Source: an optimization exercise on an open RTL-to-GDS flow (aim: small area). Production flows keep margins and buffers that such runs may drop.
Only simulation tests tie the RTL to the original design; equivalence was not proved.
Power and IR drop assume default switching activity.

$ cat design/flow/run.sh
#!/bin/bash
# synth_recipe.tcl (not shown) runs the flow's synth.tcl, then flattens the netlist and writes it again
# the make line also repeats each setting of config.mk as NAME=value (left out here)
make -C /OpenROAD-flow-scripts/flow DESIGN_CONFIG=/design/flow/config.mk WORK_HOME=/design/flow/orfs CLKGATE_MAP_FILE= SYNTH_SCRIPT=/design/flow/synth_recipe.tcl finish
$ cat design/flow/config.mk
export PLATFORM = sky130hd
export DESIGN_NAME = vam_engine
export DESIGN_NICKNAME = vam_engine
export VERILOG_FILES = /design/flow/design.v
export SDC_FILE = /design/flow/constraint.sdc
export NUM_CORES = 4
export LEC_CHECK = 0
export CAP_MARGIN = 35
export CORE_MARGIN = 2
export CORE_UTILIZATION = 65
export CTS_BUF_LIST = sky130_fd_sc_hd__clkbuf_8
export CTS_CLUSTER_SIZE = 20
export PLACE_DENSITY = 0.75
export SLEW_MARGIN = 35
$ cat design/flow/constraint.sdc
create_clock -name core_clock -period 15.0 [get_ports {clk}]
set_input_delay 3.0000 -clock core_clock [delete_from_list [all_inputs] [get_ports {clk}]]
set_output_delay 3.0000 -clock core_clock [all_outputs]
set_load 0.01 [all_outputs]
$ cat design/flow/design.v
module vam_rx_fifo (
    input  wire       clk,
    input  wire       rst_n,
    input  wire       clear,
    input  wire       push,
    input  wire [7:0] push_data,
    input  wire       pop,
    output wire       empty,
    output wire [7:0] head
);
    reg [63:0] mem;                    
    reg [3:0]  rd_ptr;
    reg [3:0]  wr_ptr;
    wire full    = (wr_ptr == {~rd_ptr[3], rd_ptr[2:0]});
    wire do_push = push && !full;
    assign empty = (wr_ptr == rd_ptr);
    assign head  = mem[8*rd_ptr[2:0] +: 8];
    integer i;
    always @(posedge clk) begin
        for (i = 0; i < 8; i = i + 1)
            if (do_push && !clear && wr_ptr[2:0] == i)
                mem[8*i +: 8] <= push_data;
    end
    always @(posedge clk) begin
        if (!rst_n || clear) begin
            rd_ptr <= 4'd0;
            wr_ptr <= 4'd0;
        end else begin
            if (do_push)
                wr_ptr <= wr_ptr + 4'd1;
            if (pop && !empty)
                rd_ptr <= rd_ptr + 4'd1;
        end
    end
endmodule
module vam_framer (
    input  wire        clk,
    input  wire        rst_n,
    input  wire        start,
    input  wire [7:0]  len,
    input  wire [7:0]  b1,
    input  wire [7:0]  b2,
    output reg         done,
    output reg  [1:0]  err,
    input  wire        stream_open,
    input  wire        timed_out,
    output wire        tmr_clr,
    output wire        tx_valid,
    output wire [7:0]  tx_data,
    input  wire        tx_ready,
    input  wire        tx_err,
    input  wire        tx_busy,
    input  wire        fifo_empty,
    output wire        fifo_pop,
    output reg  [7:0]  rx_left
);
    localparam F_IDLE  = 3'd0;
    localparam F_TX0   = 3'd1;
    localparam F_TX1   = 3'd2;
    localparam F_TX2   = 3'd3;
    localparam F_FLUSH = 3'd4;
    localparam F_RX    = 3'd5;
    reg [2:0] state;
    wire in_rx  = (state == F_RX);
    wire in_fl  = (state == F_FLUSH);
    assign tx_valid = !state[2] && (state[1:0] != 2'd0);
    assign tx_data  = state[1] ? (state[0] ? 8'h0D : b2) : b1;
    assign fifo_pop = in_rx && !fifo_empty;
    assign tmr_clr  = fifo_pop || (in_fl && !tx_busy);
    always @(posedge clk) begin
        if (!rst_n) begin
            state <= F_IDLE;
            done  <= 1'b0;
        end else begin
            done <= 1'b0;
            case (state)
                F_IDLE: begin
                    if (start) begin
                        rx_left <= len;
                        if (!stream_open) begin
                            done <= 1'b1;
                            err  <= 2'd3;
                        end else
                            state <= F_TX0;
                    end
                end
                F_FLUSH: begin
                    if (!tx_busy) begin
                        if (rx_left == 8'd0) begin
                            done  <= 1'b1;
                            err   <= 2'd0;
                            state <= F_IDLE;
                        end else
                            state <= F_RX;
                    end
                end
                F_RX: begin
                    if (!fifo_empty) begin
                        rx_left <= rx_left - 8'd1;
                        if (rx_left == 8'd1) begin
                            done  <= 1'b1;
                            err   <= 2'd0;
                            state <= F_IDLE;
                        end
                    end else if (timed_out) begin
                        done  <= 1'b1;
                        err   <= 2'd1;
                        state <= F_IDLE;
                    end
                end
                default: begin    
                    if (tx_ready) begin
                        if (tx_err) begin
                            done  <= 1'b1;
                            err   <= 2'd2;
                            state <= F_IDLE;
                        end else if (state == F_TX2)
                            state <= F_FLUSH;
                        else
                            state <= state + 3'd1;
                    end
                end
            endcase
        end
    end
endmodule
module vam_text_decode (
    input  wire [7:0] b,
    input  wire       empty,    
    output wire       keep,
    output wire       mark
);
    wire ws   = (b == 8'h20) || (b >= 8'h09 && b <= 8'h0D);
    wire nz   = (b != 8'h00);
    assign mark = nz && !ws;
    assign keep = nz && !(empty && ws);
endmodule
module vam_engine (
    input  wire        clk,
    input  wire        rst_n,         
    input  wire        host_wr,
    input  wire [11:0] host_addr,
    input  wire [31:0] host_wdata,
    output reg  [31:0] host_rdata,
    input  wire        tick_ms,
    output wire        tx_valid,
    output wire [7:0]  tx_data,
    input  wire        tx_ready,
    input  wire        tx_err,
    input  wire        tx_busy,
    input  wire        rx_valid,
    input  wire [7:0]  rx_data,
    output wire        open_req,
    input  wire        open_ack,
    input  wire [1:0]  open_status
);
    localparam ERR_NONE       = 4'd0;
    localparam ERR_ALREADY    = 4'd8;
    localparam ERR_ILLEGAL    = 4'd9;
    localparam RSN_OK         = 4'd0;
    localparam RSN_TRANSPORT  = 4'd1;
    localparam RSN_EXPIRED    = 4'd2;
    localparam RSN_VERIFY     = 4'd3;
    localparam RSN_NOTCONF    = 4'd4;
    localparam RSN_REFUSED    = 4'd5;
    localparam OP_OPEN        = 4'h1;
    localparam OP_CLOSE       = 4'h2;
    localparam OP_SEND_CMD    = 4'h3;
    localparam OP_SEND_CMDS   = 4'h4;
    localparam OP_READ_WORD   = 4'h6;
    localparam OP_DETECT_ID   = 4'h7;
    localparam S_IDLE       = 4'd0;
    localparam S_DISPATCH   = 4'd1;
    localparam S_OPEN_WAIT  = 4'd2;
    localparam S_SC_ISSUE   = 4'd3;
    localparam S_SC_WAIT    = 4'd4;
    localparam S_EXEC       = 4'd5;
    localparam S_SEND_WAIT  = 4'd6;
    localparam S_RDSEL_WAIT = 4'd7;
    localparam S_RDDAT_WAIT = 4'd8;
    localparam S_SLEEP      = 4'd9;
    localparam S_POLL_CHK   = 4'd10;
    localparam S_POLL_SLP   = 4'd11;
    localparam S_FIN        = 4'd12;
    localparam K_SEND   = 4'd0;   
    localparam K_READ   = 4'd1;   
    localparam K_READU  = 4'd3;   
    localparam K_READID = 4'd4;   
    localparam K_POLL   = 4'd5;   
    localparam K_SLEEP  = 4'd6;   
    localparam K_TESTZ  = 4'd7;   
    localparam K_TESTNZ = 4'd8;   
    localparam K_SKIPNP = 4'd9;   
    localparam K_GOTO   = 4'd10;  
    localparam K_PASS   = 4'd11;  
    localparam A_FAIL = 2'd0;     
    localparam A_CONT = 2'd1;     
    localparam A_FTW  = 2'd2;     
    reg [31:0]  opreq;                 
    reg         st_done, st_reject;
    reg         stream_open;
    reg [31:0]  cfg_baud, cfg_timeout, cfg_port;
    reg         baud_w, timeout_w, port_w;
    reg [255:0] cmd_reg;               
    reg [7:0]   cmd_w;
    reg         resp_v, id_v, rd_v, fail_valid;
    reg [10:0]  resp_len;
    reg [255:0] resp;
    reg [3:0]   state;
    reg [6:0]   pc;
    reg         ftw;
    reg [31:0]  stream_timeout;
    reg [31:0]  t_poll;                
    reg [31:0]  t_wait;                
    reg         rd_poll;
    reg [255:0] resp_stage;
    reg [10:0]  resp_cnt;
    wire [7:0]  rd_lsb = resp_stage[8*8 +: 8];
    wire [7:0]  rd_msb = resp_stage[8*9 +: 8];
    wire [2:0]  txt_k  = resp_cnt[10:8];
    reg [2:0]   sc_idx;
    reg         fin_pass;
    reg [3:0]   fin_err, fin_reason;
    wire [3:0]  op      = opreq[3:0];
    wire        st_busy = (state != S_IDLE);
    reg [3:0] u_kind;
    reg [7:0] u_a, u_b;
    reg [1:0] u_act;
    reg [6:0] u_tgt;
    localparam P_FB = 8'b10_1_0_1;    
    localparam P_FT = 8'b10_1_1_1;    
    localparam P_RF = 8'b01_0_1_1;    
    localparam P_RS = 8'b11_0_1_1;    
    localparam P_RT = 8'b00_0_1_1;    
    always @(*) begin
        u_kind = K_PASS; u_a = 8'h00; u_b = 8'h00; u_act = A_FAIL; u_tgt = 7'd0;
        case (pc)
            7'd0:  begin u_kind = K_SEND;   u_a = 8'hFF; u_b = 8'hFF; end
            7'd1:  begin u_kind = K_SEND;   u_a = 8'hFF; u_b = 8'hFF; end
            7'd2:  begin u_kind = K_SEND;   u_a = 8'hFF; u_b = 8'hFF; end
            7'd3:  begin u_kind = K_PASS; end
            7'd4:  begin u_kind = K_READ;   u_a = opreq[15:8]; u_b = {7'd0, opreq[4]}; end
            7'd5:  begin u_kind = K_PASS; end
            7'd6:  begin u_kind = K_READID; u_a = 8'h6A; u_b = 8'd0; end
            7'd7:  begin u_kind = K_READID; u_a = 8'h6C; u_b = 8'd1; end
            7'd8:  begin u_kind = K_READID; u_a = 8'h6E; u_b = 8'd2; end
            7'd9:  begin u_kind = K_READID; u_a = 8'h70; u_b = 8'd3; end
            7'd10: begin u_kind = K_READID; u_a = 8'h74; u_b = 8'd4; end
            7'd11: begin u_kind = K_READID; u_a = 8'h76; u_b = 8'd5; end
            7'd12: begin u_kind = K_READID; u_a = 8'h78; u_b = 8'd6; end
            7'd13: begin u_kind = K_READID; u_a = 8'h7A; u_b = 8'd7; end
            7'd14: begin u_kind = K_SEND;   u_a = 8'hFE; u_b = 8'h00; u_act = A_CONT; end
            7'd15: begin u_kind = K_PASS; end
            7'd16: begin u_kind = K_SEND;   u_a = 8'hFF; u_b = 8'hFF; end
            7'd17: begin u_kind = K_SEND;   u_a = 8'hFF; u_b = 8'hFF; end
            7'd18: begin u_kind = K_SEND;   u_a = 8'hFF; u_b = 8'hFF; end
            7'd19: begin u_kind = K_SLEEP;  u_b = 8'd1; end
            7'd20: begin u_kind = K_SEND;   u_a = 8'hFE; u_b = 8'h01; end
            7'd21: begin u_kind = K_SEND;   u_a = 8'h88; u_b = 8'h03; end
            7'd22: begin u_kind = K_PASS; end
            7'd23: begin u_kind = K_SEND;   u_a = 8'hFE; u_b = 8'h01; end
            7'd24: begin u_kind = K_SEND;   u_a = 8'h8A; u_b = 8'h08; end
            7'd25: begin u_kind = K_POLL;   u_a = 8'h0A; u_b = P_FB; end
            7'd26: begin u_kind = K_READ;   u_a = 8'h04; u_b = 8'h00; end
            7'd27: begin u_kind = K_TESTZ;  u_a = 8'h01; u_b = 8'h00; end
            7'd28: begin u_kind = K_PASS; end
            7'd29: begin u_kind = K_SEND;   u_a = 8'hFE; u_b = 8'h01; end
            7'd30: begin u_kind = K_SEND;   u_a = 8'h83; u_b = 8'h08; end
            7'd31: begin u_kind = K_POLL;   u_a = 8'h02; u_b = P_FT; end
            7'd32: begin u_kind = K_READ;   u_a = 8'h04; u_b = 8'h00; end
            7'd33: begin u_kind = K_TESTZ;  u_a = 8'h04; u_b = 8'h00; end
            7'd34: begin u_kind = K_POLL;   u_a = 8'h0A; u_b = P_RF; u_act = A_CONT; end
            7'd35: begin u_kind = K_PASS; end
            7'd36: begin u_kind = K_POLL;   u_a = 8'h0A; u_b = P_RT; end
            7'd37: begin u_kind = K_PASS; end
            7'd38: begin u_kind = K_SEND;   u_a = 8'hFE; u_b = 8'h01; end
            7'd39: begin u_kind = K_SEND;   u_a = 8'h8A; u_b = 8'h80; end
            7'd40: begin u_kind = K_POLL;   u_a = 8'h0A; u_b = P_RS; end
            7'd41: begin u_kind = K_PASS; end
            7'd42: begin u_kind = K_SEND;   u_a = 8'hFE; u_b = 8'h00; end
            7'd43: begin u_kind = K_SEND;   u_a = 8'h83; u_b = 8'h02; end
            7'd44: begin u_kind = K_SLEEP;  u_b = 8'd0; end
            7'd45: begin u_kind = K_READU;  u_a = 8'h02; end
            7'd46: begin u_kind = K_TESTNZ; u_a = 8'h00; u_b = 8'h04; end
            7'd47: begin u_kind = K_SEND;   u_a = 8'hFE; u_b = 8'h01; end
            7'd48: begin u_kind = K_SEND;   u_a = 8'h88; u_b = 8'h00; end
            7'd49: begin u_kind = K_SKIPNP; u_tgt = 7'd55; end
            7'd50: begin u_kind = K_SEND;   u_a = 8'hFE; u_b = 8'h01; end
            7'd51: begin u_kind = K_SEND;   u_a = 8'h8A; u_b = 8'h08; end
            7'd52: begin u_kind = K_POLL;   u_a = 8'h0A; u_b = P_FB; end
            7'd53: begin u_kind = K_READ;   u_a = 8'h04; u_b = 8'h00; end
            7'd54: begin u_kind = K_TESTZ;  u_a = 8'h01; u_b = 8'h00; end
            7'd55: begin u_kind = K_SEND;   u_a = 8'hFE; u_b = 8'h00; u_act = A_CONT; end
            7'd56: begin u_kind = K_PASS; end
            7'd57: begin u_kind = K_SKIPNP; u_tgt = 7'd72; end
            7'd58: begin u_kind = K_SEND;   u_a = 8'hFE; u_b = 8'h00; end
            7'd59: begin u_kind = K_SEND;   u_a = 8'h83; u_b = 8'h02; end
            7'd60: begin u_kind = K_SLEEP;  u_b = 8'd0; end
            7'd61: begin u_kind = K_READU;  u_a = 8'h02; end
            7'd62: begin u_kind = K_TESTNZ; u_a = 8'h00; u_b = 8'h04; end
            7'd63: begin u_kind = K_SEND;   u_a = 8'hFE; u_b = 8'h01; end
            7'd64: begin u_kind = K_SEND;   u_a = 8'h88; u_b = 8'h00; end
            7'd65: begin u_kind = K_SEND;   u_a = 8'hFE; u_b = 8'h01; end
            7'd66: begin u_kind = K_SEND;   u_a = 8'h8A; u_b = 8'h08; end
            7'd67: begin u_kind = K_POLL;   u_a = 8'h0A; u_b = P_FB; end
            7'd68: begin u_kind = K_READ;   u_a = 8'h04; u_b = 8'h00; end
            7'd69: begin u_kind = K_TESTZ;  u_a = 8'h01; u_b = 8'h00; end
            7'd70: begin u_kind = K_SEND;   u_a = 8'hFE; u_b = 8'h00; u_act = A_CONT; end
            7'd71: begin u_kind = K_GOTO;   u_tgt = 7'd73; end
            7'd72: begin u_kind = K_SEND;   u_a = 8'hFE; u_b = 8'h00; end
            7'd73: begin u_kind = K_SEND;   u_a = 8'hFF; u_b = 8'hFF; end
            7'd74: begin u_kind = K_SEND;   u_a = 8'hFF; u_b = 8'hFF; end
            7'd75: begin u_kind = K_SEND;   u_a = 8'hFF; u_b = 8'hFF; end
            7'd76: begin u_kind = K_SLEEP;  u_b = 8'd1; end
            7'd77: begin u_kind = K_SEND;   u_a = 8'hFE; u_b = 8'h01; u_act = A_FTW; u_tgt = 7'd83; end
            7'd78: begin u_kind = K_SEND;   u_a = 8'h83; u_b = 8'h08; u_act = A_FTW; u_tgt = 7'd83; end
            7'd79: begin u_kind = K_POLL;   u_a = 8'h02; u_b = P_FT;  u_act = A_FTW; u_tgt = 7'd83; end
            7'd80: begin u_kind = K_READ;   u_a = 8'h04; u_b = 8'h00; u_act = A_FTW; u_tgt = 7'd83; end
            7'd81: begin u_kind = K_TESTZ;  u_a = 8'h04; u_b = 8'h00; u_act = A_FTW; u_tgt = 7'd83; end
            7'd82: begin u_kind = K_POLL;   u_a = 8'h0A; u_b = P_RF;  u_act = A_CONT; end
            7'd83: begin u_kind = K_SEND;   u_a = 8'hFE; u_b = 8'h01; end
            7'd84: begin u_kind = K_SEND;   u_a = 8'h8A; u_b = 8'h80; end
            7'd85: begin u_kind = K_POLL;   u_a = 8'h0A; u_b = P_RS; end
            7'd86: begin u_kind = K_SLEEP;  u_b = 8'd2; end
            7'd87: begin u_kind = K_PASS; end
            7'd88: begin u_kind = K_SEND;   u_a = 8'hFF; u_b = 8'hFF; end
            7'd89: begin u_kind = K_SEND;   u_a = 8'hFF; u_b = 8'hFF; end
            7'd90: begin u_kind = K_SEND;   u_a = 8'hFF; u_b = 8'hFF; end
            7'd91: begin u_kind = K_SLEEP;  u_b = 8'd1; end
            7'd92: begin u_kind = K_SEND;   u_a = 8'hFE; u_b = 8'h01; end
            7'd93: begin u_kind = K_SEND;   u_a = 8'h88; u_b = 8'h03; end
            7'd94: begin u_kind = K_SEND;   u_a = 8'hFE; u_b = 8'h01; end
            7'd95: begin u_kind = K_SEND;   u_a = 8'h8A; u_b = 8'h08; end
            7'd96: begin u_kind = K_POLL;   u_a = 8'h0A; u_b = P_FB; end
            7'd97: begin u_kind = K_READ;   u_a = 8'h04; u_b = 8'h00; end
            7'd98: begin u_kind = K_TESTZ;  u_a = 8'h01; u_b = 8'h00; end
            7'd99: begin u_kind = K_PASS; end
            default: begin u_kind = K_PASS; end
        endcase
    end
    reg [6:0] entry_pc;
    always @(*) begin
        case (op)
            4'h5:    entry_pc = 7'd0;
            4'h6:    entry_pc = 7'd4;
            4'h7:    entry_pc = 7'd6;
            4'h8:    entry_pc = 7'd16;
            4'h9:    entry_pc = 7'd23;
            4'hA:    entry_pc = 7'd29;
            4'hB:    entry_pc = 7'd36;
            4'hC:    entry_pc = 7'd38;
            4'hD:    entry_pc = 7'd42;
            4'hE:    entry_pc = 7'd57;
            4'hF:    entry_pc = 7'd88;
            default: entry_pc = {3'd0, op};    
        endcase
    end
    wire       r_win   = (u_kind == K_READID) ? 1'b1 : u_b[0];
    wire       is_read = (u_kind == K_READ) || (u_kind == K_READID);
    wire [15:0] p_mask     = u_b[1] ? 16'h0400 : 16'h0008;
    wire [31:0] p_interval = u_b[2] ? 32'd100 : 32'd50;
    reg  [31:0] p_bound;
    always @(*) begin
        case (u_b[4:3])
            2'd0:    p_bound = {16'd0, opreq[31:16]};
            2'd1:    p_bound = 32'd2000;
            2'd2:    p_bound = 32'd5000;
            default: p_bound = 32'd7000;
        endcase
    end
    reg [31:0] s_dur;
    always @(*) begin
        case (u_b[1:0])
            2'd0:    s_dur = 32'd50;
            2'd1:    s_dur = 32'd100;
            default: s_dur = 32'd800;
        endcase
    end
    wire poll_expired = (t_poll >= p_bound);
    wire wait_over    = (t_wait == 32'd0);
    wire timed_out    = wait_over || (stream_timeout == 32'd0);
    reg        fr_start;
    reg [7:0]  fr_len, fr_b1, fr_b2;
    wire       fr_done;
    wire [1:0] fr_e;
    wire       fr_ok  = (fr_e == 2'd0);
    wire [3:0] fr_err = {1'b0, !fr_ok, fr_e[1], fr_e == 2'd3};
    wire       fr_tmr_clr;
    wire [7:0] rx_left;
    wire       fifo_empty, fifo_pop;
    wire [7:0] fifo_head;
    wire open_ok = (state == S_OPEN_WAIT) && open_ack && (open_status == 2'd0);
    assign open_req = (state == S_OPEN_WAIT);
    vam_rx_fifo u_fifo (
        .clk       (clk),
        .rst_n     (rst_n),
        .clear     (open_ok),
        .push      (rx_valid && stream_open),
        .push_data (rx_data),
        .pop       (fifo_pop),
        .empty     (fifo_empty),
        .head      (fifo_head)
    );
    vam_framer u_framer (
        .clk         (clk),
        .rst_n       (rst_n),
        .start       (fr_start),
        .len         (fr_len),
        .b1          (fr_b1),
        .b2          (fr_b2),
        .done        (fr_done),
        .err         (fr_e),
        .stream_open (stream_open),
        .timed_out   (timed_out),
        .tmr_clr     (fr_tmr_clr),
        .tx_valid    (tx_valid),
        .tx_data     (tx_data),
        .tx_ready    (tx_ready),
        .tx_err      (tx_err),
        .tx_busy     (tx_busy),
        .fifo_empty  (fifo_empty),
        .fifo_pop    (fifo_pop),
        .rx_left     (rx_left)
    );
    reg  [23:0] sc_cmd;
    integer     n;
    always @(*) begin
        sc_cmd = 24'd0;
        for (n = 0; n < 8; n = n + 1)
            if (sc_idx == n && cmd_w[n])
                sc_cmd = sc_cmd | cmd_reg[32*n +: 24];
    end
    wire        is_sc1  = (op == OP_SEND_CMD);
    wire [7:0]  sc_len  = is_sc1 ? opreq[31:24] : sc_cmd[23:16];
    wire [7:0]  sc_b1   = is_sc1 ? opreq[15:8]  : sc_cmd[15:8];
    wire [7:0]  sc_b2   = is_sc1 ? opreq[23:16] : sc_cmd[7:0];
    wire [2:0]  sc_last = is_sc1 ? 3'd0 : opreq[10:8] - 3'd1;
    always @(*) begin
        if (state == S_SC_ISSUE)
            fr_len = sc_len;
        else if (state == S_RDSEL_WAIT || (state == S_EXEC && u_kind == K_READU))
            fr_len = 8'd4;
        else
            fr_len = 8'd0;
    end
    wire st_sc    = (state == S_SC_WAIT);
    wire st_rdsel = (state == S_RDSEL_WAIT);
    wire st_rddat = (state == S_RDDAT_WAIT);
    always @(*) begin
        fr_b1 = st_sc ? sc_b1 : st_rdsel ? 8'hFE : u_a;
        fr_b2 = st_sc ? sc_b2 : st_rdsel ? {7'd0, r_win} : st_rddat ? 8'h00 : u_b;
    end
    always @(*) begin
        case (state)
            S_SC_ISSUE:   fr_start = 1'b1;
            S_EXEC:       fr_start = (u_kind == K_SEND) || is_read || (u_kind == K_READU);
            S_POLL_CHK:   fr_start = !poll_expired;
            S_RDSEL_WAIT: fr_start = fr_done && fr_ok;
            default:      fr_start = 1'b0;
        endcase
    end
    wire [15:0] rd_word  = {rd_msb, rd_lsb};
    wire [15:0] t_mask   = {u_b, u_a};
    reg        ev_next;       
    reg        ev_fail;       
    reg [3:0]  ev_reason, ev_err;
    always @(*) begin
        ev_next   = 1'b0;
        ev_fail   = 1'b0;
        ev_reason = RSN_OK;
        ev_err    = ERR_NONE;
        case (state)
            S_EXEC: begin
                if (u_kind == K_TESTZ) begin
                    if ((rd_word & t_mask) != 16'd0) begin
                        ev_fail = 1'b1; ev_reason = RSN_VERIFY;
                    end else
                        ev_next = 1'b1;
                end else if (u_kind == K_TESTNZ) begin
                    if ((rd_word & t_mask) == 16'd0) begin
                        ev_fail = 1'b1; ev_reason = RSN_NOTCONF;
                    end else
                        ev_next = 1'b1;
                end
            end
            S_SEND_WAIT: begin
                if (fr_done) begin
                    if (!fr_ok) begin
                        ev_fail = 1'b1; ev_reason = RSN_TRANSPORT; ev_err = fr_err;
                    end else
                        ev_next = 1'b1;
                end
            end
            S_RDSEL_WAIT: begin
                if (fr_done && !fr_ok && !rd_poll) begin
                    ev_fail = 1'b1; ev_reason = RSN_TRANSPORT; ev_err = fr_err;
                end
            end
            S_RDDAT_WAIT: begin
                if (fr_done) begin
                    if (rd_poll) begin
                        if (fr_ok && (rd_word & p_mask) == 16'd0)
                            ev_next = 1'b1;
                    end else if (!fr_ok) begin
                        ev_fail = 1'b1; ev_reason = RSN_TRANSPORT; ev_err = fr_err;
                    end else
                        ev_next = 1'b1;
                end
            end
            S_SLEEP: begin
                if (wait_over)
                    ev_next = 1'b1;
            end
            S_POLL_CHK: begin
                if (poll_expired) begin
                    ev_fail = 1'b1; ev_reason = RSN_EXPIRED;
                end
            end
            default: ;
        endcase
    end
    wire sc_byte = fifo_pop && st_sc;
    wire rd_byte = fifo_pop && !st_sc;
    wire txt_in  = fifo_pop && st_rddat && (u_kind == K_READID) &&
                   (rx_left == 8'd2 || rx_left == 8'd1);
    wire txt_keep, txt_mark;
    wire [7:0] stg_wd = (txt_in && rx_left[0]) ? rd_msb : fifo_head;
    vam_text_decode u_dec (
        .b     (stg_wd),
        .empty (txt_k == 3'd0),
        .keep  (txt_keep),
        .mark  (txt_mark)
    );
    wire [4:0] txt_pos = {u_b[2], 1'b0, txt_k};
    reg [31:0] stg_we;
    integer    m;
    always @(*) begin
        for (m = 0; m < 32; m = m + 1)
            stg_we[m] = (sc_byte && resp_cnt[10:5] == 6'd0 && resp_cnt[4:0] == m) ||
                        (txt_in && txt_keep && txt_pos == m);
        stg_we[8] = stg_we[8] || (rd_byte && rx_left == 8'd2);
        stg_we[9] = stg_we[9] || (rd_byte && rx_left == 8'd3);
    end
    wire host_is_opreq = (host_addr[11:2] == 10'h000);
    wire op_illegal    = (op == 4'h0) || (opreq[7:5] != 3'd0) ||
                         ((op == OP_SEND_CMDS) && (opreq[15:8] > 8'd8));
    wire poll_clr   = (state == S_EXEC) && (u_kind == K_POLL);
    wire sleep_ld   = (state == S_EXEC) && (u_kind == K_SLEEP);
    wire pslp_ld    = (st_rdsel && fr_done && !fr_ok && rd_poll) ||
                      (st_rddat && fr_done && rd_poll && !ev_next);
    wire [31:0] wait_ld = fr_tmr_clr ? stream_timeout : sleep_ld ? s_dur : p_interval;
    always @(posedge clk) begin
        t_poll <= (poll_clr ? 32'd0 : t_poll) + {31'd0, tick_ms};
        t_wait <= ((fr_tmr_clr || sleep_ld || pslp_ld) ? wait_ld : t_wait) - {31'd0, tick_ms};
    end
    wire fin_now = (state == S_FIN);
    wire is_sc   = (op == OP_SEND_CMD) || (op == OP_SEND_CMDS);
    integer k;
    always @(posedge clk) begin
        if (state == S_IDLE && host_wr && host_is_opreq)
            opreq <= host_wdata;
        if (host_wr && !st_busy) begin
            case (host_addr[11:2])
                10'h004: cfg_baud    <= host_wdata;
                10'h005: cfg_timeout <= host_wdata;
                10'h006: cfg_port    <= host_wdata;
                default: ;
            endcase
            for (k = 0; k < 8; k = k + 1)
                if (host_addr[11:2] == 10'h008 + k)
                    cmd_reg[32*k +: 32] <= host_wdata;
        end
        if (open_ok)
            stream_timeout <= timeout_w ? cfg_timeout : 32'd3000;
        for (k = 0; k < 32; k = k + 1)
            if (stg_we[k])
                resp_stage[8*k +: 8] <= stg_wd;
        if (fin_now) begin
            if (fin_err[2])
                resp_len <= {3'd0, is_sc ? sc_b1 : u_a};    
            if (fin_pass && (is_sc || op == OP_DETECT_ID))
                resp_len <= resp_cnt;
            if (fin_pass && (is_sc || op == OP_DETECT_ID || op == OP_READ_WORD))
                resp <= resp_stage;
        end
    end
    always @(posedge clk) begin
        if (!rst_n) begin
            st_done     <= 1'b0;
            st_reject   <= 1'b0;
            stream_open <= 1'b0;
            rd_v        <= 1'b0;
            fail_valid  <= 1'b0;
            baud_w      <= 1'b0;
            timeout_w   <= 1'b0;
            port_w      <= 1'b0;
            resp_v      <= 1'b0;
            cmd_w       <= 8'd0;
            id_v        <= 1'b0;
            state       <= S_IDLE;
        end else begin
            if (host_wr && !st_busy) begin
                case (host_addr[11:2])
                    10'h004: baud_w    <= 1'b1;
                    10'h005: timeout_w <= 1'b1;
                    10'h006: port_w    <= 1'b1;
                    default: ;
                endcase
                for (k = 0; k < 8; k = k + 1)
                    if (host_addr[11:2] == 10'h008 + k)
                        cmd_w[k] <= 1'b1;
            end
            if (host_wr && host_is_opreq && st_busy)
                st_reject <= 1'b1;
            if (ev_fail)
                state <= (u_act == A_FAIL) ? S_FIN : S_EXEC;
            else if (ev_next)
                state <= S_EXEC;
            case (state)
                S_IDLE: begin
                    if (host_wr && host_is_opreq) begin
                        st_done   <= 1'b0;
                        st_reject <= 1'b0;
                        state     <= S_DISPATCH;
                    end
                end
                S_DISPATCH: begin
                    if (op_illegal)
                        state <= S_FIN;
                    else begin
                        case (op)
                            OP_OPEN:      state <= stream_open ? S_FIN : S_OPEN_WAIT;
                            OP_CLOSE: begin
                                stream_open <= 1'b0;
                                state       <= S_FIN;
                            end
                            OP_SEND_CMD:  state <= S_SC_ISSUE;
                            OP_SEND_CMDS: state <= (opreq[15:8] == 8'd0) ? S_FIN : S_SC_ISSUE;
                            default:      state <= S_EXEC;
                        endcase
                    end
                end
                S_OPEN_WAIT: begin
                    if (open_ack) begin
                        if (open_status == 2'd0)
                            stream_open <= 1'b1;
                        state <= S_FIN;
                    end
                end
                S_SC_ISSUE: state <= S_SC_WAIT;
                S_SC_WAIT: begin
                    if (fr_done)
                        state <= (!fr_ok || sc_idx == sc_last) ? S_FIN : S_SC_ISSUE;
                end
                S_EXEC: begin
                    case (u_kind)
                        K_SEND:           state <= S_SEND_WAIT;
                        K_READ, K_READID: state <= S_RDSEL_WAIT;
                        K_READU:          state <= S_RDDAT_WAIT;
                        K_POLL:           state <= S_POLL_CHK;
                        K_SLEEP:          state <= S_SLEEP;
                        K_PASS:           state <= S_FIN;
                        default: ;
                    endcase
                end
                S_RDSEL_WAIT: begin
                    if (fr_done) begin
                        if (fr_ok)
                            state <= S_RDDAT_WAIT;
                        else if (rd_poll)
                            state <= S_POLL_SLP;
                    end
                end
                S_RDDAT_WAIT: begin
                    if (fr_done && rd_poll && !ev_next)
                        state <= S_POLL_SLP;
                end
                S_POLL_CHK: begin
                    if (!poll_expired)
                        state <= S_RDSEL_WAIT;
                end
                S_POLL_SLP: begin
                    if (wait_over)
                        state <= S_POLL_CHK;
                end
                S_FIN: begin
                    st_done    <= 1'b1;
                    fail_valid <= fin_err[2];
                    rd_v       <= fin_pass && (op == OP_READ_WORD);
                    resp_v     <= fin_pass && is_sc;
                    id_v       <= fin_pass && (op == OP_DETECT_ID);
                    state      <= S_IDLE;
                end
                default: ;
            endcase
        end
    end
    always @(posedge clk) begin
        case (state)
            S_DISPATCH: begin
                ftw        <= 1'b0;
                resp_cnt   <= 11'd0;
                sc_idx     <= 3'd0;
                fin_pass   <= 1'b1;
                fin_reason <= RSN_OK;
                fin_err    <= ERR_NONE;
                if (op_illegal) begin
                    fin_pass   <= 1'b0;
                    fin_reason <= RSN_REFUSED;
                    fin_err    <= ERR_ILLEGAL;
                end else if (op == OP_OPEN && stream_open) begin
                    fin_pass   <= 1'b0;
                    fin_reason <= RSN_TRANSPORT;
                    fin_err    <= ERR_ALREADY;
                end
                pc <= entry_pc;
            end
            S_OPEN_WAIT: begin
                if (open_ack && open_status != 2'd0) begin
                    fin_pass   <= 1'b0;
                    fin_reason <= RSN_TRANSPORT;
                    fin_err    <= {2'b00, open_status};
                end
            end
            S_SC_WAIT: begin
                if (fr_done) begin
                    if (!fr_ok) begin
                        fin_pass   <= 1'b0;
                        fin_reason <= RSN_TRANSPORT;
                        fin_err    <= fr_err;
                    end else
                        sc_idx <= sc_idx + 3'd1;
                end
            end
            S_EXEC: begin
                case (u_kind)
                    K_READ, K_READID, K_READU: rd_poll <= 1'b0;
                    K_SKIPNP: pc <= opreq[4] ? pc + 7'd1 : u_tgt;
                    K_GOTO:   pc <= u_tgt;
                    default: ;
                endcase
            end
            S_POLL_CHK: begin
                if (!poll_expired)
                    rd_poll <= 1'b1;
            end
            default: ;
        endcase
        if (sc_byte)
            resp_cnt <= resp_cnt + 11'd1;
        if (state == S_EXEC && u_kind == K_READID && u_b[2:0] == 3'd4)
            resp_cnt[10:8] <= 3'd0;
        if (txt_in && txt_keep) begin
            resp_cnt[10:8] <= txt_k + 3'd1;
            if (txt_mark) begin
                if (u_b[2]) resp_cnt[7:4] <= {1'b0, txt_k} + 4'd1;
                else        resp_cnt[3:0] <= {1'b0, txt_k} + 4'd1;
            end
        end
        if (ev_fail) begin
            if (u_act == A_CONT)
                pc <= pc + 7'd1;
            else if (u_act == A_FTW) begin
                ftw <= 1'b1;
                pc  <= u_tgt;
            end else begin
                fin_pass   <= 1'b0;
                fin_reason <= ev_reason;
                fin_err    <= ev_err;
            end
        end else if (ev_next)
            pc <= pc + 7'd1;
    end
    wire        started   = st_done || st_busy;
    wire        st_valid  = fin_pass && (op == OP_READ_WORD || op == OP_DETECT_ID);
    wire [31:0] status_word = {12'd0, started ? op : 4'd0,
                               st_done ? fin_reason : 4'd0,
                               st_done ? fin_err : 4'd0,
                               1'b0, st_reject, st_done && ftw, stream_open,
                               st_done && st_valid, st_done && fin_pass, st_done, st_busy};
    wire [3:0]  raw_len   = resp_len[3:0];
    wire [3:0]  ser_len   = resp_len[7:4];
    wire        alias_hit = id_v && (raw_len == 4'd8) && (resp[63:0] == 64'h3031_4456_3234_3341);
    wire [3:0]  prod_len  = alias_hit ? 4'd9 : raw_len;
    wire        a_lo   = !host_addr[11];
    wire [8:0]  ia     = host_addr[10:2];
    wire        a_resp = host_addr[11] && (host_addr[10:5] == 6'd0);
    wire        a_rd   = a_lo && (ia == 9'h002);
    wire        a_raw  = a_lo && (ia[8:1] == 8'h0A);                      
    wire        a_prod = a_lo && (ia[8:1] == 8'h0C);                      
    wire        a_pr2  = a_lo && (ia == 9'h01A);                          
    wire        a_ser  = a_lo && (ia[8:1] == 8'h0E);                      
    wire [2:0]  w      = {host_addr[4] && !a_raw, host_addr[3:2]};
    wire [31:0] word   = resp[32*w +: 32];
    reg  [3:0]  lane;
    integer     j;
    always @(*) begin
        for (j = 0; j < 4; j = j + 1)
            lane[j] = (a_resp && resp_v && ({host_addr[4:2], j[1:0]} < resp_len)) ||
                      (id_v && (a_raw || (a_prod && !alias_hit)) && ({host_addr[2], j[1:0]} < raw_len)) ||
                      (id_v && a_ser && ({host_addr[2], j[1:0]} < ser_len)) ||
                      (a_rd && rd_v && j < 2);
    end
    wire [31:0] word_rd  = word & {{8{lane[3]}}, {8{lane[2]}}, {8{lane[1]}}, {8{lane[0]}}};
    wire [31:0] alias_rd = !alias_hit ? 32'd0 :
                           a_pr2 ? 32'h0000_0031 :
                           !a_prod ? 32'd0 :
                           host_addr[2] ? 32'h5256_3234 : 32'h3541_2D4D;
    reg [31:0] reg_rd;
    always @(*) begin
        reg_rd = 32'd0;
        if (a_lo) begin
            case (ia)
                9'h000: reg_rd = started ? opreq : 32'd0;
                9'h001: reg_rd = status_word;
                9'h003: reg_rd = fail_valid ? {23'd1, resp_len[7:0]} : 32'd0;
                9'h004: reg_rd = baud_w ? cfg_baud : 32'd460800;
                9'h005: reg_rd = timeout_w ? cfg_timeout : 32'd3000;
                9'h006: reg_rd = port_w ? cfg_port : 32'd0;
                9'h007: reg_rd = resp_v ? {21'd0, resp_len} : 32'd0;
                9'h010: reg_rd = id_v ? {12'd0, ser_len, 4'd0, prod_len, 4'd0, raw_len} : 32'd0;
                default: ;
            endcase
            for (j = 0; j < 8; j = j + 1)
                if (ia == 9'h008 + j && cmd_w[j])
                    reg_rd = cmd_reg[32*j +: 32];
        end
    end
    always @(*) host_rdata = reg_rd | word_rd | alias_rd;
endmodule
==> results of run 1 <==
synth_stat cells, types with 10 or more instances:
cell type,count
a221oi_1,66
ha_1,68
o221ai_1,16
a221o_1,15
o21ai_0,117
xnor2_1,44
o21a_1,13
nand2b_1,35
a211oi_1,18
a222oi_1,82
a31oi_1,37
a22o_1,18
and3_1,52
a21o_1,10
o211ai_1,37
edfxtp_1,1020
nand3b_1,10
nand4_1,57
a22oi_1,86
nor2b_1,19
buf_6,11
mux2_2,36
mux4_2,80
and2_1,60
or3_1,23
nor3_1,71
and4_1,10
nand3_1,88
xor2_1,41
buf_1,18
clkbuf_1,153
nand2_1,200
a21oi_1,154
nor2_1,267
nor4_1,30
o31ai_1,11
o22ai_1,21
buf_2,15
or2_2,11
or4_1,13
inv_1,67
dfxtp_1,123
mux2i_1,27
o2111ai_1,10
metal layers:
| layer | global-route usage [%] | vias up |
|---|---|---|
| met3 | 9.55 | 590 |
| met1 | 49.3 | 17000 |
| li1 | - | 14500 |
| met4 | 26.2 | 6 |
| met5 | 0 | - |
| met2 | 61.0 | 2681 |
stage by stage:
stage                     hold WS, ns  std cells  power, W
after floorplan                 0.400       3545   0.00470
after global placement          0.400       4492   0.00525
after detailed placement        0.405       4498   0.00528
after CTS                       0.375       4807   0.00773
after global routing            0.388       4812   0.00801
final                           0.385       4813   0.00776
worst max-delay path, cell delays in order:
cell	delay, ns
clkdlybuf4s50_1	0.67
nor2b_1	0.31
and2_0	0.29
and3_2	0.56
a221oi_1	0.86
nand3_1	0.13
a221oi_1	0.77
a2bb2oi_1	0.25
a21oi_1	0.09
a221oi_1	0.26
o211ai_1	0.12
clkdlybuf4s50_1	0.51
logic make-up after synthesis:
logic type | Yosys count
xor gates and xnor gates | 85
DFF | 1143
adders and majority gates | 68
muxes | 143
AOI/OAI and AO/OA | 829
and+or+nand+nor | 1008
buffers and inverters | 269
final cells by class:
| cell class | instances | area (um2) |
|---|---|---|
| Tap cell | 978 | 1220 |
| Antenna cell | 2 | 5.00 |
| Clock buffer | 178 | 2450 |
| Fill cell | 4591 | 20500 |
| Inverter | 68 | 255 |
| Clock inverter | 131 | 877 |
| Timing Repair Buffer | 180 | 1710 |
| Multi-Input combinational cell | 2133 | 15700 |
| Sequential cell | 1143 | 33100 |
power groups by stage:
stage / combinational, W / sequential, W / clock (W)
2_1_floorplan: 0.00108 / 0.00363 / 0
3_3_place_gp: 0.00159 / 0.00366 / 0
3_5_place_dp: 0.00162 / 0.00367 / 0
4_1_cts: 0.00162 / 0.00360 / 0.00250
5_1_grt: 0.00177 / 0.00361 / 0.00262
6_report: 0.00167 / 0.00361 / 0.00248
worst min path at each step:
stage / slack [ns] / start / to
5_1_grt: 0.39 / resp_stage[3] / resp[3]
2_1_floorplan: 0.40 / resp_stage[0] / resp[0]
3_5_place_dp: 0.40 / resp_stage[106] / resp[106]
4_1_cts: 0.38 / resp_stage[3] / resp[3]
6_report: 0.38 / resp_stage[3] / resp[3]
3_3_place_gp: 0.40 / resp_stage[252] / resp[252]
==> results.txt, run 1 <==
highest routed metal layer met5; CP Capture Point host_rdata[9]; share of the synthesized area in the top cell type 61.7%; post-synthesis xor/xnor area fraction 1.50%; largest family of logic cells by synthesized area compound AO/OA/AOI/OAI gates; clk_skew 0.0546 ns; register bit total from synthesis 1143; DIE HEIGHT between 200 and 300 um; sequential share of power 46.5%; Slew HR between 30% and 40%; worst-skew pair later-pin latency 0.87 ns; Detail Route Antenna Nets 0; WP data arrival 7.86 ns; metal2 WL about 71000 um; Layout area overhead 11.4%; maximum clock rate 0.0921 GHz; switching pwr ~0.0024 W; Tcrit/Tclk final 72.4%; post-synthesis adder-cell area fraction 1.71%; crit path launch type input port; Final WS setup 4.14 ns; Hold Fails Final Rpt 0; Nets 3830; power per cell area 140 nW/um2; vias in the first global route 33.6k; # rows 101; commonest non-fill, non-tap cell in the layout edfxtp_1; Synth cell types 108; Die Wd 280 um; post_cts resized 0; Net Sw Frac between 30% and 40%; final-report max-slew violation count 0; Placed Area 51900 um2; Crit Path Max Fanout 32; wl on met1 between 50000 and 60000 um; Syn Area/Cell roughly 14 um2; CTS Root Cell clkbuf_8; Iteration-0 DRC Markers 5703; drt wl/cell around 32 um; Worst Path Class, Setup in -> out; post-layout minimum cycle time approximately 11 ns; synthesized area 49600 um2; origin of the worst setup path host_addr[5]; flop2flop setup slack ~8 ns; initial antenna violation count 9; hold path depth 0; Final Util 72.9%; share of cells above drive strength 1 between 10% and 20%; Min-Delay Path Class reg -> reg; wire length on met3 18500 um; Clock Path Buffers 3; Vias per Instance between 7 and 8; CTS tree yes; clock transition at the registers of the reported paths around 0.070 ns; worst slew pin tran 0.946 ns; TNS Setup 0 ns; Synth async-reset ratio 0%; Compound-Gate Fraction of Synth Area roughly an eighth; vias 34.8k; Max Cap Viol 0; largest net degree at the start of global routing 83; Die ar. 78600 um2; global-route wire length before repair 222000 um; outcome no timing/DRC/antenna violations; Max VDD drop 0.103 mV; top cells by area, synth edfxtp_1 (62%), dfxtp_1 (5.0%), mux4_2 (3.6%), nor2_1 (2.0%), ha_1 (1.7%); mux cell area share after synthesis 4.99%; Clock power frac 32.0%; cell taking the most area after synthesis edfxtp_1; sequential fraction of the synthesis area around two thirds; leak pwr 18.4 nW; Setup crit end kind output pin; Place WS 4.43 ns; highest-count cells in the layout ignoring fill and taps edfxtp_1 (1020), nor2_1 (256), nand2_1 (200); simple logic cell fraction of the synthesized area 10.5%; prevailing post-synth register cell edfxtp_1; reg2reg end u_framer.rx_left[0]; Final setup viols 0; Core Area 75800 um2; DRT Wirelength 155000 um; gpl congestion 1.02; PortBufs 102; R2R Path Start pc[0]; RSZ-0062 raised after global routing false; number of synthesized flops with an enable pin 1020; Mapped Cells 3545; first drt pass iteration count 12; post-synth net total 3676; # Post-CTS Setup Buffers 0; Comb power frac 21.5%; CTS buffer count 173; H-tree depth 4; R2R depth 22; HPWL Detailed 105000 um; GRT overflow 0; Initial Utilization around two thirds; CTS Hold Bufs 0; YS warnings 3; IO Count 105; Post-Layout Inst Area 55300 um2; clock tree sinks roughly 1.1k; global-route usage over all layers 39.2%; Internal Power ~0.0053 W; drt drc 0; Critical Path RT 12.00 ns
==> inputs of run 2 (changes only) <==
--- a/design/flow/config.mk
+++ b/design/flow/config.mk
@@ -9,6 +9,4 @@
 export CORE_MARGIN = 2
 export CORE_UTILIZATION = 65
-export CTS_BUF_LIST = sky130_fd_sc_hd__clkbuf_8
-export CTS_CLUSTER_SIZE = 20
 export PLACE_DENSITY = 0.75
 export SLEW_MARGIN = 35
==> run 2 against run 1 <==
  * Critical path depth is 1 lower
  * Register-to-register slack better by 0.04 ns
  * Wire length increased by 5.1%
  * Clock skew shrank 0.010 ns
  * Clock power is 11% higher
  * Critical endpoint is now host_rdata[30]
  * Largest cell class unchanged
  * Highest routed layer unchanged
==> results.txt, run 2 <==
outcome no timing/DRC/antenna violations; IO Count 105; Syn Area/Cell about 14 um2; Final setup viols 0; CTS Hold Bufs 0; largest net degree at the start of global routing 83; gpl congestion 1.02; Die ar. around 79000 um2; Layout area overhead 11.8%; Commonest cells post-synth edfxtp_1 (1020), nor2_1 (267), nand2_1 (200); # Post-CTS Setup Buffers 0; CTS buffer count about 110; sequential fraction of the synthesis area 66.7%; first drt pass iteration count 9; clock tree sinks about 1.1k; cell taking the most area after synthesis edfxtp_1; Worst Path Class, Setup in -> out; CTS Root Cell clkbuf_16; top cells by area, synth edfxtp_1 (62%), dfxtp_1 (5.0%), mux4_2 (3.6%), nor2_1 (2.0%), ha_1 (1.7%); Nets 3764; vias around 35k; Post-Layout Inst Area 55500 um2; Iteration-0 DRC Markers 5950; prevailing post-synth register cell edfxtp_1; register bit total from synthesis 1143; post_cts resized 0; DRT Wirelength roughly 160000 um; Hold Fails Final Rpt 0; synthesized area 49600 um2; Critical Path RT 12.00 ns; Vias per Instance 7.50; global-route wire length before repair 231000 um; Synth async-reset ratio 0%; DIE HEIGHT approximately 280 um; Design Power 0.00804 W; Max VDD drop 0.124 mV; Slew HR between 30% and 40%; # rows 101; Crit Path Max Fanout 30; share of the synthesized area in the top cell type 61.7%; commonest non-fill, non-tap cell in the layout edfxtp_1; Placed Area a little over 50000 um2; global-route usage over all layers 41.2%; Clock Path Buffers 3; power per cell area between 100 and 150 nW/um2; drt drc 0; final-report max-slew violation count 0; Initial Utilization 65.5%; RSZ-0062 raised after global routing false; Max Cap Viol 0; Mapped Cells ~3.5k; PortBufs around 100; post-layout minimum cycle time 10.81 ns; post-synth net total 3676; H-tree depth 3; vias in the first global route 33.9k; crit path launch type input port; Die Wd 280 um; top-count cell post-synth edfxtp_1; HPWL Detailed 105000 um; Detail Route Antenna Nets 0; initial antenna violation count 13; Core Area roughly 76000 um2; clk_skew between 0.04 and 0.05 ns; Setup crit end kind output pin; number of synthesized flops with an enable pin ~1.0k; GRT overflow 0; CTS tree yes; worst-skew pair later-pin latency 0.71 ns; WP data arrival ~8 ns; maximum clock rate roughly 0.092 GHz; worst hold slack 0.417 ns; clock transition at the registers of the reported paths ~0.06 ns; drt wl/cell 34.6 um; Place WS 4.43 ns; worst slew pin tran 0.986 ns; YS warnings 3; highest-count cells in the layout ignoring fill and taps edfxtp_1 (1020), nor2_1 (256), nand2_1 (200); leak pwr 18.2 nW; Min-Delay Path Class reg -> reg; share of cells above drive strength 1 12.1%; TNS Setup 0 ns; Final WS setup 4.19 ns; Synth cell types approximately 110; Tcrit/Tclk final about 72%
==> run 2: cell counts after synthesis <==
No cell type changed its count.
==> run 2: per-stage QoR <==
step | util (%) | cells
after detailed placement | 68.4 | 4498
after global placement | 68.2 | 4492
after floorplan | - | 3545
final | 73.2 | 4708
after global routing | 73.2 | 4703
after CTS | 73.1 | 4699
==> run 2: layout make-up <==
cell class	count	area (um2)
sequential	1143	33100
fill	4490	20300
multi-input combinational	2133	15700
clock buffer	137	2850
timing repair buffer	180	1680
tap	978	1220
clock inverter	64	704
inverter	68	255
antenna	5	12.5
==> run 2: critical path: stages <==
cell,delay [ns]
clkdlybuf4s50_1,0.71
nor2b_1,0.34
and2_0,0.29
and3_2,0.55
a22o_1,0.31
a221o_1,0.26
a221oi_1,0.54
a31oi_1,0.20
a221oi_1,0.77
o221ai_1,0.27
clkdlybuf4s50_1,0.54
==> run 2: final timing paths <==
kind,start,end,slack [ns],cells after the start
worst max-delay path,host_addr[5],host_rdata[30],4.19,11
worst min-delay path,resp_stage[21],resp[21],0.42,0
worst max register to register,pc[0],u_framer.rx_left[6],8.28,21
worst min register to register,resp_stage[21],resp[21],0.42,0
==> run 2: power by group <==
group / switching [W] / leakage (nW) / total [W] / internal, W
logic: 0.00110 / 6.31 / 0.00167 / 0.000579
registers: 0.0000877 / 10.2 / 0.00360 / 0.00352
clock network: 0.00123 / 1.73 / 0.00276 / 0.00153
==> run 2: kinds of logic after synthesis <==
group                    after synthesis  synth area share (%)
AND/OR/NAND/NOR                     1008                  10.5
adder cells (fa/ha/maj)               68                  1.71
multiplexers                         143                  4.99
flip-flops                          1143                  66.7
buffers and inverters                269                  2.27
AO/OA/AOI/OAI                        829                  12.4
XOR/XNOR                              85                  1.50
==> run 2: per-layer routing <==
layer / track usage, % / share of wire (%) / up-vias
met2: 64.1 / 46 / 3071
li1: - / - / 14400
met4: 27.3 / 8.5 / 10
met5: 0 / 0.035 / -
met1: 51.9 / 34 / 17200
met3: 9.81 / 12 / 688
==> inputs of run 3 (changes only) <==
--- a/design/flow/design.v
+++ b/design/flow/design.v
@@ -211,5 +211,4 @@
     reg         ftw;
     reg [31:0]  stream_timeout;
-    reg [31:0]  t_poll;                
     reg [31:0]  t_wait;                
     reg         rd_poll;
@@ -219,7 +218,9 @@
     wire [7:0]  rd_msb = resp_stage[8*9 +: 8];
     wire [2:0]  txt_k  = resp_cnt[10:8];
+    wire [31:0] t_poll = resp_stage[8*24 +: 32];
     reg [2:0]   sc_idx;
-    reg         fin_pass;
-    reg [3:0]   fin_err, fin_reason;
+    reg [2:0]   fin_reason;            
+    reg [3:0]   fin_err;
+    wire        fin_pass = (fin_reason == 3'd0);
     wire [3:0]  op      = opreq[3:0];
     wire        st_busy = (state != S_IDLE);
@@ -550,7 +551,21 @@
                       (st_rddat && fr_done && rd_poll && !ev_next);
     wire [31:0] wait_ld = fr_tmr_clr ? stream_timeout : sleep_ld ? s_dur : p_interval;
+    wire [31:0] tp_base = poll_clr ? 32'd0 : t_poll;
+    wire [31:0] tw_base = (fr_tmr_clr || sleep_ld || pslp_ld) ? wait_ld : t_wait;
+    reg  [32:0] tp_c, tw_b;
+    reg  [31:0] tp_nx, tw_nx;
+    integer     i;
+    always @(*) begin
+        tp_c[0] = tick_ms;
+        tw_b[0] = tick_ms;
+        for (i = 0; i < 32; i = i + 1) begin
+            tp_nx[i]   = tp_base[i] ^ tp_c[i];
+            tp_c[i+1]  = tp_c[i] & tp_base[i];
+            tw_nx[i]   = tw_base[i] ^ tw_b[i];
+            tw_b[i+1]  = tw_b[i] & !tw_base[i];
+        end
+    end
     always @(posedge clk) begin
-        t_poll <= (poll_clr ? 32'd0 : t_poll) + {31'd0, tick_ms};
-        t_wait <= ((fr_tmr_clr || sleep_ld || pslp_ld) ? wait_ld : t_wait) - {31'd0, tick_ms};
+        t_wait <= tw_nx;
     end
     wire fin_now = (state == S_FIN);
@@ -576,4 +591,6 @@
             if (stg_we[k])
                 resp_stage[8*k +: 8] <= stg_wd;
+        if (!st_sc && state != S_SC_ISSUE)
+            resp_stage[8*24 +: 32] <= tp_nx;
         if (fin_now) begin
             if (fin_err[2])
@@ -702,13 +719,10 @@
                 resp_cnt   <= 11'd0;
                 sc_idx     <= 3'd0;
-                fin_pass   <= 1'b1;
                 fin_reason <= RSN_OK;
                 fin_err    <= ERR_NONE;
                 if (op_illegal) begin
-                    fin_pass   <= 1'b0;
                     fin_reason <= RSN_REFUSED;
                     fin_err    <= ERR_ILLEGAL;
                 end else if (op == OP_OPEN && stream_open) begin
-                    fin_pass   <= 1'b0;
                     fin_reason <= RSN_TRANSPORT;
                     fin_err    <= ERR_ALREADY;
@@ -718,5 +732,4 @@
             S_OPEN_WAIT: begin
                 if (open_ack && open_status != 2'd0) begin
-                    fin_pass   <= 1'b0;
                     fin_reason <= RSN_TRANSPORT;
                     fin_err    <= {2'b00, open_status};
@@ -726,5 +739,4 @@
                 if (fr_done) begin
                     if (!fr_ok) begin
-                        fin_pass   <= 1'b0;
                         fin_reason <= RSN_TRANSPORT;
                         fin_err    <= fr_err;
@@ -765,5 +777,4 @@
                 pc  <= u_tgt;
             end else begin
-                fin_pass   <= 1'b0;
                 fin_reason <= ev_reason;
                 fin_err    <= ev_err;
@@ -775,5 +786,5 @@
     wire        st_valid  = fin_pass && (op == OP_READ_WORD || op == OP_DETECT_ID);
     wire [31:0] status_word = {12'd0, started ? op : 4'd0,
-                               st_done ? fin_reason : 4'd0,
+                               1'b0, st_done ? fin_reason : 3'd0,
                                st_done ? fin_err : 4'd0,
                                1'b0, st_reject, st_done && ftw, stream_open,
@@ -792,5 +803,4 @@
     wire        a_ser  = a_lo && (ia[8:1] == 8'h0E);                      
     wire [2:0]  w      = {host_addr[4] && !a_raw, host_addr[3:2]};
-    wire [31:0] word   = resp[32*w +: 32];
     reg  [3:0]  lane;
     integer     j;
@@ -802,5 +812,14 @@
                       (a_rd && rd_v && j < 2);
     end
-    wire [31:0] word_rd  = word & {{8{lane[3]}}, {8{lane[2]}}, {8{lane[1]}}, {8{lane[0]}}};
+    reg  [31:0] word_rd;
+    reg         bsel;
+    integer     b;
+    always @(*) begin
+        word_rd = 32'd0;
+        for (b = 0; b < 32; b = b + 1) begin
+            bsel = (w == b[4:2]) && lane[b[1:0]];
+            word_rd[8*b[1:0] +: 8] = word_rd[8*b[1:0] +: 8] | (resp[8*b +: 8] & {8{bsel}});
+        end
+    end
     wire [31:0] alias_rd = !alias_hit ? 32'd0 :
                            a_pr2 ? 32'h0000_0031 :
--- a/design/flow/config.mk
+++ b/design/flow/config.mk
@@ -8,5 +8,8 @@
 export CAP_MARGIN = 35
 export CORE_MARGIN = 2
-export CORE_UTILIZATION = 65
-export PLACE_DENSITY = 0.75
+export CORE_UTILIZATION = 55
+export CTS_BUF_LIST = sky130_fd_sc_hd__clkbuf_16
+export CTS_CLUSTER_DIAMETER = 60
+export CTS_CLUSTER_SIZE = 24
+export PLACE_DENSITY = 0.7
 export SLEW_MARGIN = 35
==> run 3 against run 2 <==
  * Area after synthesis down 2.0%
  * Still clean
  * Critical path type unchanged
  * Maximum frequency down 6.3%
  * Highest routed layer unchanged
  * Non-clock buffer count up 1
==> results.txt, run 3 <==
top-count cell post-synth edfxtp_1; CTS Hold Bufs 0; commonest non-fill, non-tap cell in the layout edfxtp_1; CTS buffer count 81; # rows 109; Compound-Gate Fraction of Synth Area 13.5%; Layout area overhead 11.1%; Slew HR 30.0%; Iteration-0 DRC Markers 6331; number of synthesized flops with an enable pin 1020; Hold Fails Final Rpt 0; post_cts resized 0; global-route wire length before repair 230000 um; TNS Setup 0 ns; Die ar. ~91000 um2; worst-skew pair later-pin latency 0.69 ns; top cells by area, synth edfxtp_1 (63%), dfxtp_1 (3.7%), ha_1 (3.2%), mux4_2 (2.0%), a22oi_1 (1.9%); YS warnings 3; Syn Area/Cell between 10 and 15 um2; register bit total from synthesis around 1.1k; maximum clock rate a little under 0.09 GHz; final-report max-slew violation count 0; vias 33.9k; Max Cap Viol 0; leak pwr 18.3 nW; largest net degree at the start of global routing 112; Setup crit end kind output pin; Nets 3761; crit path launch type input port; largest family of logic cells by synthesized area compound AO/OA/AOI/OAI gates; Final Util roughly three fifths; Final setup viols 0; simple logic cell fraction of the synthesized area about a tenth; prevailing post-synth register cell edfxtp_1; worst-path cell chain clkdlybuf4s50_1 > or4_1 > nor4_2 > and2_1 > buf_4 > a221oi_1 > a311o_1 > a41oi_1 > a21oi_1 > o21ai_0 > clkdlybuf4s50_1; Mapped Cells 3508; DRT Wirelength 163000 um; first drt pass iteration count 9; synthesized area ~50000 um2; Commonest cells post-synth edfxtp_1 (1020), nand2_1 (226), nor2_1 (190); clock tree sinks 1109; CTS tree yes; GRT overflow 0; post-synth net total approximately 3.7k; CP max-delay cell or4_1; initial antenna violation count 8; CTS Root Cell clkbuf_16; outcome no timing/DRC/antenna violations; H-tree depth 3; DIE HEIGHT 301 um; WP data arrival 8.54 ns; Detail Route Antenna Nets 0; most frequent CP cell clkdlybuf4s50_1; Clock Path Buffers 3; Synth async-reset ratio 0%; vias in the first global route 32.0k; share of the synthesized area in the top cell type between 60 and 70%; global-route usage over all layers 35.6%; Min-Delay Path Class reg -> reg; clock transition at the registers of the reported paths approximately 0.090 ns; Max VDD drop 0.133 mV; IO Count 105; post-layout minimum cycle time 11.54 ns; post-synthesis xor/xnor area fraction less than 1%; Inst Count DP between 4k and 5k; Critical Path RT roughly 12 ns; Largest stage delay, worst path 0.84 ns; PortBufs 102; HPWL Detailed 111000 um; Core Area 88000 um2; worst slew pin tran 1.05 ns; Initial Utilization 55.3%; gpl congestion 1.02; Design Power 0.00742 W; highest-count cells in the layout ignoring fill and taps edfxtp_1 (1020), nand2_1 (226), nor2_1 (173); Synth cell types approximately 110; drt drc 0; Vias per Instance 7.06; cell taking the most area after synthesis edfxtp_1; clk_skew 0.0289 ns; # fillers about 6.5k; sequential fraction of the synthesis area 66.6%; Tcrit/Tclk final 76.9%; non-filler cells, final 4807; RSZ-0062 raised after global routing false; mux cell area share after synthesis 3.60%; drt wl/cell 33.9 um; # Post-CTS Setup Buffers 0; Crit Path Max Fanout 17; share of cells above drive strength 1 10.6%; Die Wd 301 um; power per cell area around 140 nW/um2; Worst Path Class, Setup in -> out; post-synthesis adder-cell area fraction 3.24%
run 3: cell types whose count changed in the layout (fill, tap and decap cells not counted), moves of 31 or more:
cell / change
nor2_1: -83
ha_1: +58
a21o_1: +45
a22oi_1: +40
a21oi_1: -36
mux4_2: -36
dfxtp_1: -35
xor2_1: -31
run 3: layout make-up:
type	count	area, um2	area share, %
Antenna cell	6	15.0	0.0278
Sequential cell	1109	32400	60.0
Clock buffer	82	2050	3.80
Clock inverter	65	868	1.61
Multi-Input combinational cell	2108	15300	28.3
Tap cell	1165	1460	2.70
Timing Repair Buffer	181	1630	3.01
Inverter	91	342	0.632
run 3: metal layers:
metal	part of all wire [%]	routed length, um	vias to the layer above	GRT usage [%]
li1	-	-	14100	-
met1	37	60200	16800	48.1
met2	45	73600	2503	55.5
met3	11	18600	478	7.00
met4	6.3	10300	14	17.8
met5	0.087	142	-	0
run 3: through the flow:
stage	setup slack (ns)	area, um2	hold WS (ns)
final	3.46	54100	0.402
after global placement	3.46	51000	0.400
after floorplan	0.320	48700	0.400
after global routing	3.46	54100	0.407
after CTS	3.65	54000	0.402
after detailed placement	3.68	51100	0.405
run 3: where the power goes:
part | switching [W] | internal [W] | leakage (nW)
logic | 0.000914 | 0.000486 | 6.87
registers | 0.000122 | 0.00349 | 9.99
clock network | 0.00125 | 0.00115 | 1.42
total | 0.00229 | 0.00513 | 18.3
run 3: path summary, 6_finish.rpt:
kind              startpoint             to  slack [ns]  cells past startpoint
max             host_addr[6]  host_rdata[2]        3.46                     11
min          resp_stage[112]      resp[112]        0.40                      0
max reg2reg            pc[0]     t_wait[31]        4.23                     44
min reg2reg  resp_stage[112]      resp[112]        0.40                      0
run 3: worst max-delay path, delay by kind of cell:
kind            cells  cell delay (ns)
compound gates      5             1.50
simple gates        3             2.29
buf+inv             3             1.72
run 3: cells by family after synthesis:
group | count (synthesis)
multiplexers | 118
buffers and inverters | 291
AO/OA/AOI/OAI | 904
flip-flops | 1109
AND/OR/NAND/NOR | 927
adder cells (fa/ha/maj) | 126
XOR/XNOR | 33
==> inputs of run 4 (changes only) <==
--- a/design/flow/config.mk
+++ b/design/flow/config.mk
@@ -11,5 +11,5 @@
 export CTS_BUF_LIST = sky130_fd_sc_hd__clkbuf_16
 export CTS_CLUSTER_DIAMETER = 60
-export CTS_CLUSTER_SIZE = 24
+export CTS_CLUSTER_SIZE = 29
 export PLACE_DENSITY = 0.7
 export SLEW_MARGIN = 35
==> run 4 against run 3 <==
  * Non-clock buffer count is 3 higher
  * Sequential share of layout area is 0.15 points lower
  * Die area stayed put
  * Synthesized cell count stayed put
  * Sequential power hardly changed
  * Maximum frequency is 0.54% lower
  * Total power is 0.74% higher
  * Count of clock-buffer cells in the layout is 2 lower
  * First-iteration DRC count is 2.4% lower
  * Critical endpoint unchanged
==> results.txt, run 4 <==
Vias per Instance 7.05; Post-Layout Inst Area 54200 um2; outcome no timing/DRC/antenna violations; Hold EP resp[112]; first drt pass iteration count 10; Initial Utilization between 50% and 60%; top-count cell post-synth edfxtp_1; drt wl/cell between 30 and 40 um; reg2reg end t_wait[31]; Max Cap Viol 0; Synth async-reset ratio 0%; initial antenna violation count 7; maximum clock rate 0.0862 GHz; drt drc 0; Final setup viols 0; share of cells above drive strength 1 10.7%; largest net degree at the start of global routing 112; beginning of the worst hold path resp_stage[112]; hold path depth 0; prevailing post-synth register cell edfxtp_1; HPWL Detailed 111000 um; sequential fraction of the synthesis area 66.6%; Min-Delay Path Class reg -> reg; worst-skew pair later-pin latency 0.71 ns; Setup crit end kind output pin; Detail Route Antenna Nets 0; GRT overflow 0; Synth cell types 106; vias in the first global route 32.2k; crit path launch type input port; Slew HR 30.1%; Worst Path Class, Setup in -> out; DRT Wirelength 162000 um; Critical Path RT about 12 ns; Hold Fails Final Rpt 0; power per cell area 138 nW/um2; post_cts resized 0; cell taking the most area after synthesis edfxtp_1; Max VDD drop 0.124 mV; CTS Hold Bufs 0; Nets 3761; top cells by area, synth edfxtp_1 (63%), dfxtp_1 (3.7%), ha_1 (3.2%), mux4_2 (2.0%), a22oi_1 (1.9%); share of the synthesized area in the top cell type 62.9%; R2R depth 44; Placed Area 51100 um2; most frequent CP cell clkdlybuf4s50_1; flop2flop setup slack roughly 4.3 ns; global-route wire length before repair 229000 um; CTS Root Cell clkbuf_16; RSZ-0062 raised after global routing false; final-report max-slew violation count 0; worst slew pin tran 1.03 ns; post-synth net total about 3.7k; # Post-CTS Setup Buffers 0; leak pwr approximately 18 nW; DIE HEIGHT 301 um; Mapped Cells 3508; Iteration-0 DRC Markers 6176; CTS buffer count ~80; synthesized area just under 50000 um2; highest-count cells in the layout ignoring fill and taps edfxtp_1 (1020), nand2_1 (226), nor2_1 (173); register bit total from synthesis around 1.1k; Die Wd 301 um; TNS Setup 0 ns; Crit Path Max Fanout 17; R2R Path Start pc[0]; Syn Area/Cell ~14 um2; Clock Path Buffers 3; vias 33.9k; worst-path cell chain clkdlybuf4s50_1 > or4_1 > nor4_2 > and2_1 > buf_4 > a221oi_1 > a311o_1 > a41oi_1 > a21oi_1 > o21ai_0 > clkdlybuf4s50_1; global-route usage over all layers between 30% and 40%; CP max-delay cell or4_1; clk_skew 0.0496 ns; Tcrit/Tclk final 77.4%; YS warnings 3; clock transition at the registers of the reported paths 0.10 ns; Commonest cells post-synth edfxtp_1 (1020), nand2_1 (226), nor2_1 (190); Core Area 88000 um2; # fillers 6520; clock tree sinks 1109; Largest stage delay, worst path ~0.84 ns; WP data arrival around 8.6 ns; number of synthesized flops with an enable pin 1020; PortBufs 102; post-layout minimum cycle time roughly 12 ns; Die ar. approximately 91000 um2; H-tree depth 3; gpl congestion 1.02; Layout area overhead 11.4%; IO Count 105; # rows roughly 110; origin of the worst setup path host_addr[6]; crit-path leading delay family simple AND/OR/NAND/NOR gates; commonest non-fill, non-tap cell in the layout edfxtp_1; CTS tree yes; Worst Path Buf+Inv 3
==> run 4: cell families (layout without fill, tap and decap cells) <==
logic type / count (synthesis) / in the layout / share of synthesized area [%]
DFF: 1109 / 1109 / 66.6
muxes: 118 / 118 / 3.60
and+or+nand+nor: 927 / 927 / 9.97
buffers and inverters: 291 / 420 / 2.47
xor gates and xnor gates: 33 / 33 / 0.594
adders and majority gates: 126 / 126 / 3.24
AOI/OAI and AO/OA: 904 / 904 / 13.5
other: 0 / 4 / 0
==> run 4: how the worst max path moves through the flow <==
stage / endpoint / depth (start not counted) / slack [ns]
detailed placement: host_rdata[2] / 11 / 3.68
global route: host_rdata[2] / 11 / 3.44
global placement: host_rdata[2] / 11 / 3.46
finish: host_rdata[2] / 11 / 3.40
floorplan: resp[0] / 5 / 0.32
CTS: host_rdata[2] / 11 / 3.64
==> run 4: worst register-to-register path, delay by kind of cell, from the launching register on <==
family	cells	cell delay [ns]
adder cells (fa/ha/maj)	31	6.46
AO/OA/AOI/OAI	6	1.90
AND/OR/NAND/NOR	5	1.54
flip-flops	1	0.46
XOR/XNOR	1	0.16
buffers and inverters	1	0.13
==> run 4: area by class of cell <==
cell class              count  area [um2]  area share (%)
repair buffers            184        1640            3.03
flip-flops and latches   1109       32400            59.8
diodes                      4        10.0          0.0185
clock inverters            65        1040            1.91
inverters                  91         342           0.630
multi-input cells        2108       15300            28.2
clock buffers              80        2000            3.69
well taps                1165        1460            2.69
==> run 4: report_power, final <==
part	internal, W	total, W	switching [W]
Combinational	0.000486	0.00140	0.000910
Clock	0.00116	0.00246	0.00130
Sequential	0.00349	0.00361	0.000123
Total	0.00514	0.00747	0.00234
==> run 4: per-stage QoR <==
| step | worst slack (ns) | total power (W) | cells | util, % | hold slack, ns |
|---|---|---|---|---|---|
| 2_1_floorplan | 0.320 | 0.00448 | 3508 | - | 0.400 |
| 3_3_place_gp | 3.46 | 0.00499 | 4652 | 58.0 | 0.400 |
| 3_5_place_dp | 3.68 | 0.00502 | 4654 | 58.1 | 0.405 |
| 4_1_cts | 3.64 | 0.00744 | 4799 | 61.6 | 0.397 |
| 5_1_grt | 3.44 | 0.00768 | 4802 | 61.6 | 0.405 |
| 6_report | 3.40 | 0.00747 | 4806 | 61.6 | 0.397 |
==> run 4: routing by layer <==
layer / vias to the layer above / track usage [%] / share of wire [%]
met5: - / 0 / 0.047
met1: 16800 / 46.9 / 36
li1: 14100 / - / -
met2: 2421 / 54.9 / 45
met4: 12 / 19.4 / 6.8
met3: 512 / 8.10 / 12

-- static timing again, ports no longer ideal --
In the flow no input, the clock included, has a driving cell. The finished layouts below were timed again as built, in two steps.
Step 1: set_driving_cell puts a clkbuf_16 on clk and a buf_2 on each other input, an assumption about the parent block.
Step 2 moves the port delays by t, midway between the first and last clock arrival at a register: inputs arrive t later, outputs are due t later. That takes back most of the time a late clock gives input paths.
a / b / c = ideal / step 1 / step 2; a / b = the first two.
run | shift t [ns] | slack for setup (ns) | hold slack, ns
run 1 | 0.909 | 4.139 / 4.111 / 4.111 | 0.385 / 0.385 / 0.385
run 2 | 0.755 | 4.187 / 4.165 / 4.165 | 0.417 / 0.417 / 0.417
run 3 | 0.740 | 3.459 / 3.431 / 3.431 | 0.402 / 0.402 / 0.402
run 4 | 0.752 | 3.396 / 3.368 / 3.368 | 0.397 / 0.397 / 0.397
After both steps setup and hold are still met in every run listed.
